This is an optimization exercise on Yosys and OpenROAD, whose aim is small area, a short achievable clock period and few clock cycles per item, not a production implementation. Where RTL was checked, it was by simulation tests only, not by an equivalence proof against the original. Power and IR drop assume default switching activity.

Design wiegand_26_parity_unit, start of the top module:
module wiegand_26_parity_unit (
    input  wire         clk,
    input  wire         rst,
    input  wire         req_valid,
    output wire         req_ready,
    input  wire [28:0]  req_iw,
    input  wire [4:0]   req_txt_len,
    input  wire [247:0] req_txt,
    output wire         resp_valid,
    input  wire         resp_ready,
    output wire [2:0]   resp_status,
    output wire [25:0]  resp_res,
    output wire [1:0]   resp_warn,
    output wire [207:0] resp_bin_txt,
    output wire [47:0]  resp_hex_txt
);
    localparam OP_FROM_BIN24 = 3'd0;
    localparam OP_FROM_BIN26 = 3'd1;
    localparam OP_FROM_HEX   = 3'd2;
    localparam OP_FROM_DEC   = 3'd3;
    localparam OP_RENDER     = 3'd4;
    localparam OP_COMPUTE    = 3'd5;
    localparam OP_VALIDATE   = 3'd6;
    localparam ST_OK          = 3'd0;
    localparam ST_INVALID     = 3'd1;
    localparam ST_OOR_FAC     = 3'd2;
    localparam ST_OOR_CARD    = 3'd3;
    localparam ST_ILLEGAL     = 3'd4;
    wire [2:0]  op  = req_iw[28:26];
    wire [25:0] arg = req_iw[25:0];
    wire [4:0]  len = req_txt_len;
    wire is_text_op = (op[2] == 1'b0);
    wire illegal = (op == 3'd7) ||
                   (is_text_op && (arg != 26'd0)) ||
                   ((op == OP_COMPUTE)  && (arg[25:24] != 2'd0)) ||
                   ((op == OP_VALIDATE) && (arg[25:4]  != 22'd0));
    reg [31:0]  in_len;     
    reg [30:0]  c_bin, c_dec, c_hex, c_comma, c_nz;
    reg [123:0] c_vals;     
    reg [123:0] c_hexv;     
    reg [7:0]   c;
    integer i, j;
    always @(*) begin
        for (i = 0; i < 32; i = i + 1)
            in_len[i] = (i < len);
        for (i = 0; i < 31; i = i + 1) begin
            c = req_txt[8*i +: 8];
            c_vals[4*i +: 4] = c[3:0];
            c_bin[i]   = (c[7:1] == 7'b0011000);
            c_dec[i]   = (c[7:4] == 4'h3) && (!c[3] || (c[2:1] == 2'b00));
            c_hex[i]   = c_dec[i] ||
  ...
export LEC_CHECK = 0
export CAP_MARGIN = 20
export CORE_MARGIN = 2
export CORE_UTILIZATION = 35
export SETUP_SLACK_MARGIN = 2.5
export SLEW_MARGIN = 20
create_clock -name core_clock -period 6.0 [get_ports {clk}]
standard.sh (not shown) runs the stock make flow with config.mk's settings and CLKGATE_MAP_FILE= SYNTH_SCRIPT=/design/flow/synth_recipe.tcl, a recipe that flattens the netlist after the stock synthesis.
==> flow/flow/run.sh <==
#!/bin/bash
# The standard layout (standard.sh), with two changes to how it is made:
# - the port buffers are sky130_fd_sc_hd__buf_2 cells (the resizer may then
#   size them within the buf footprint) instead of the delay buffers that
#   buffer_ports picks by default;
# - synthesis leaves adders to ABC (no ADDER_MAP_FILE), so that they are
#   mapped with the rest of the logic rather than into fa/ha cells.
# make's full output goes to standard_flow.log here; the ORFS step logs are
# under orfs/logs.
set -euo pipefail
export BUFFER_PORTS_ARGS="-buffer_cell sky130_fd_sc_hd__buf_2"
bash standard.sh ADDER_MAP_FILE= finish > standard_flow.log 2>&1
The starting point finished clean.
Testbench counts at the start, summed over its fixed seeds: cycles 5,247, items 2,400.
==> next run, changes <==
Settings changed: SETUP_SLACK_MARGIN 2.5 to 2.3.
The new run completed with no timing, DRC or antenna violations.
Setup slack gets worse by 120 ps.
Non-clock buffer count decreases by 34.
Via count decreases by about 2.2%.
Combinational power decreases by 7.8%.
==> next run, changes <==
Settings changed: SETUP_SLACK_MARGIN 2.3 to 2.4.
Worst setup slack improves by 89 ps.
Area after synthesis is unchanged.
Die area is unchanged.
Cell count climbs slightly.
Clock-buffer cell count is higher by 4.
First-iteration DRC count grows by about a fifth.
Core utilization rose by 0.49 points.
Total power rises by a few percent.
==> next run, changes <==
Settings changed: SETUP_SLACK_MARGIN 2.4 to 2.6.
Result: The new run finished clean. Worst hold slack gets better by 9.8 ps. Global-route usage goes down by 2.6 points. Power climbs by about 5.6%. Area after synthesis does not change. Routed wire length came out lower by about 5%. Register-to-register slack got worse by 20 ps. Clock-buffer cell count decreases by 2. Design area came out higher by about 5%. Maximum frequency decreases by 0.49%. Via count stays flat. Non-clock buffer count grows by 21.

* * *

Another version of the RTL of wiegand_26_parity_unit (not shown whole).
For scale: about 2400 cells after synthesis, ~73 flip-flops, roughly 580 I/O pins, about 0.017 mm² of cells after synthesis.
==> flow/config.mk <==
export PLATFORM = sky130hd
export DESIGN_NAME = wiegand_26_parity_unit
export DESIGN_NICKNAME = wiegand_26_parity_unit
export VERILOG_FILES = /design/flow/design.v
export SDC_FILE = /design/flow/constraint.sdc
export NUM_CORES = 4
export LEC_CHECK = 0
export CAP_MARGIN = 20
export CORE_MARGIN = 2
export CORE_UTILIZATION = 35
export SETUP_SLACK_MARGIN = 2.2
export SLEW_MARGIN = 20
==> flow/constraint.sdc <==
create_clock -name core_clock -period 6.0 [get_ports {clk}]
set_input_delay 1.2000 -clock core_clock [delete_from_list [all_inputs] [get_ports {clk}]]
set_output_delay 1.2000 -clock core_clock [all_outputs]
set_load 0.01 [all_outputs]
==> flow/flow/run.sh <==
#!/bin/bash
# The standard layout (standard.sh), with two changes to how it is made:
# - the port buffers are sky130_fd_sc_hd__buf_1 cells (the resizer may then
#   size them within the buf footprint) instead of the delay buffers that
#   buffer_ports picks by default;
# - synthesis leaves adders to ABC (no ADDER_MAP_FILE), so that they are
#   mapped with the rest of the logic rather than into fa/ha cells.
# make's full output goes to standard_flow.log here; the ORFS step logs are
# under orfs/logs.
set -euo pipefail
export BUFFER_PORTS_ARGS="-buffer_cell sky130_fd_sc_hd__buf_1"
bash standard.sh ADDER_MAP_FILE= finish > standard_flow.log 2>&1
Testbench counts at the start, summed over its fixed seeds: cycles 5,247, items 2,400.
Then changed:
--- a/flow/flow/run.sh
+++ b/flow/flow/run.sh
@@ -3 +3 @@
-# - the port buffers are sky130_fd_sc_hd__buf_1 cells (the resizer may then
+# - the port buffers are sky130_fd_sc_hd__buf_2 cells (the resizer may then
@@ -11 +11 @@
-export BUFFER_PORTS_ARGS="-buffer_cell sky130_fd_sc_hd__buf_1"
+export BUFFER_PORTS_ARGS="-buffer_cell sky130_fd_sc_hd__buf_2"
SETUP_SLACK_MARGIN = 2.4   (was 2.2)
Outcome:
- routed wire length goes down by about 2.5%
- cell area came out higher by 3.4%
- non-clock buffer count went down by 20
- total power goes up by 5.8%
- fmax went up by about 8%
- worst hold slack gains 0.048 ns
- utilization came out higher by 1.4 points
- synthesized area does not change
- setup slack is better by 0.31 ns
- synthesized cell count stays the same
- combinational power increases by 10%
Then changed:
SETUP_SLACK_MARGIN = 2.0   (was 2.4)
After rerunning: Cell count went down slightly. Die area stays the same. Synthesized cell count does not change. Cell area went down by a few percent. Non-clock buffer count went down by 37. Via count went down slightly. Sequential power went up by a few percent. Core utilization went down by 1.7 points.

* * *

Setup of v9:
wiegand_26_parity_unit, a different RTL version from the one above (not shown whole).
Size in the first run: ~18,000 µm² of cells after synthesis.
Settings: LEC_CHECK=0, ABC_CLOCK_PERIOD_IN_PS=3000, CAP_MARGIN=20, CORE_MARGIN=2, CORE_UTILIZATION=50, SETUP_SLACK_MARGIN=2.0, SLEW_MARGIN=20; clock period 6.0 ns.
run.sh (not shown) runs the stock make flow with config.mk's settings and CLKGATE_MAP_FILE= SYNTH_SCRIPT=/design/flow/synth_recipe.tcl, a recipe that flattens the netlist after the stock synthesis.
Stock flow here: none of the scripts above is used.
The log for v9 ends in 5_1_grt with error GRT-0116, so the run never completed.
Here is what was changed in the inputs of v25 compared with v9.
- a deleted ABC_CLOCK_PERIOD_IN_PS that had been 3000
Results
- v25: it failed with a tool error in 5_1_grt, so there are no final results.
- Diff v25..v9 | number of flops mapped to enable cells by yosys | negligible
- v9 -> v25: multiplexer share of the synthesized area delta 0, exact match
- v9 and v25 ended up with nearly the same total I/O pin count.
- Diff v9..v25 | post-synthesis compound-gate area fraction | unchanged
- Area after synthesis: v9 vs v25 identical
No functional check of the RTL was part of any run of this note.

## separate check: timing with driven ports
No port has a modelled driver above. Below, the same layouts with a new extraction and two added sets of constraints.
Step 1, drivers: a clkbuf_16 drives clk and a buf_2 each remaining input, both assumed.
Step 2 adds t to the input delays and takes it off the output delays; t is the mean of the earliest and latest rising clock arrival at the registers after step 1. Input paths then give back, and output paths get back, about the clock's delay inside the block.
Three values: ideal, step 1, step 2; two values: the first two.
| run | t (ns) | setup slack, ns | worst register clock-pin slew, ns | worst data-port slew with drivers (ns) |
|---|---|---|---|---|
| the first run of note 1 | 0.424 | 2.350 / 2.350 / 2.007 | 0.09 / 0.09 | 0.17 |
| the second run of note 1 | 0.413 | 2.229 / 2.254 / 1.841 | 0.07 / 0.07 | 0.11 |
| the third run of note 1 | 0.442 | 2.317 / 2.317 / 1.957 | 0.09 / 0.09 | 0.10 |
| the fourth run of note 1 | 0.417 | 2.299 / 2.299 / 2.130 | 0.08 / 0.08 | 0.19 |
| the first run of note 2 | 0.400 | 2.006 / 2.022 / 1.622 | 0.06 / 0.06 | 0.14 |
| the second run of note 2 | 0.404 | 2.317 / 2.321 / 1.916 | 0.06 / 0.06 | 0.22 |
| the third run of note 2 | 0.397 | 1.874 / 1.896 / 1.499 | 0.06 / 0.06 | 0.10 |
After both steps setup and hold are still met in every run listed. The setup slack of the second run of note 2, which loses most, moves by +0.004 ns with the drivers and by -0.401 ns with both steps.
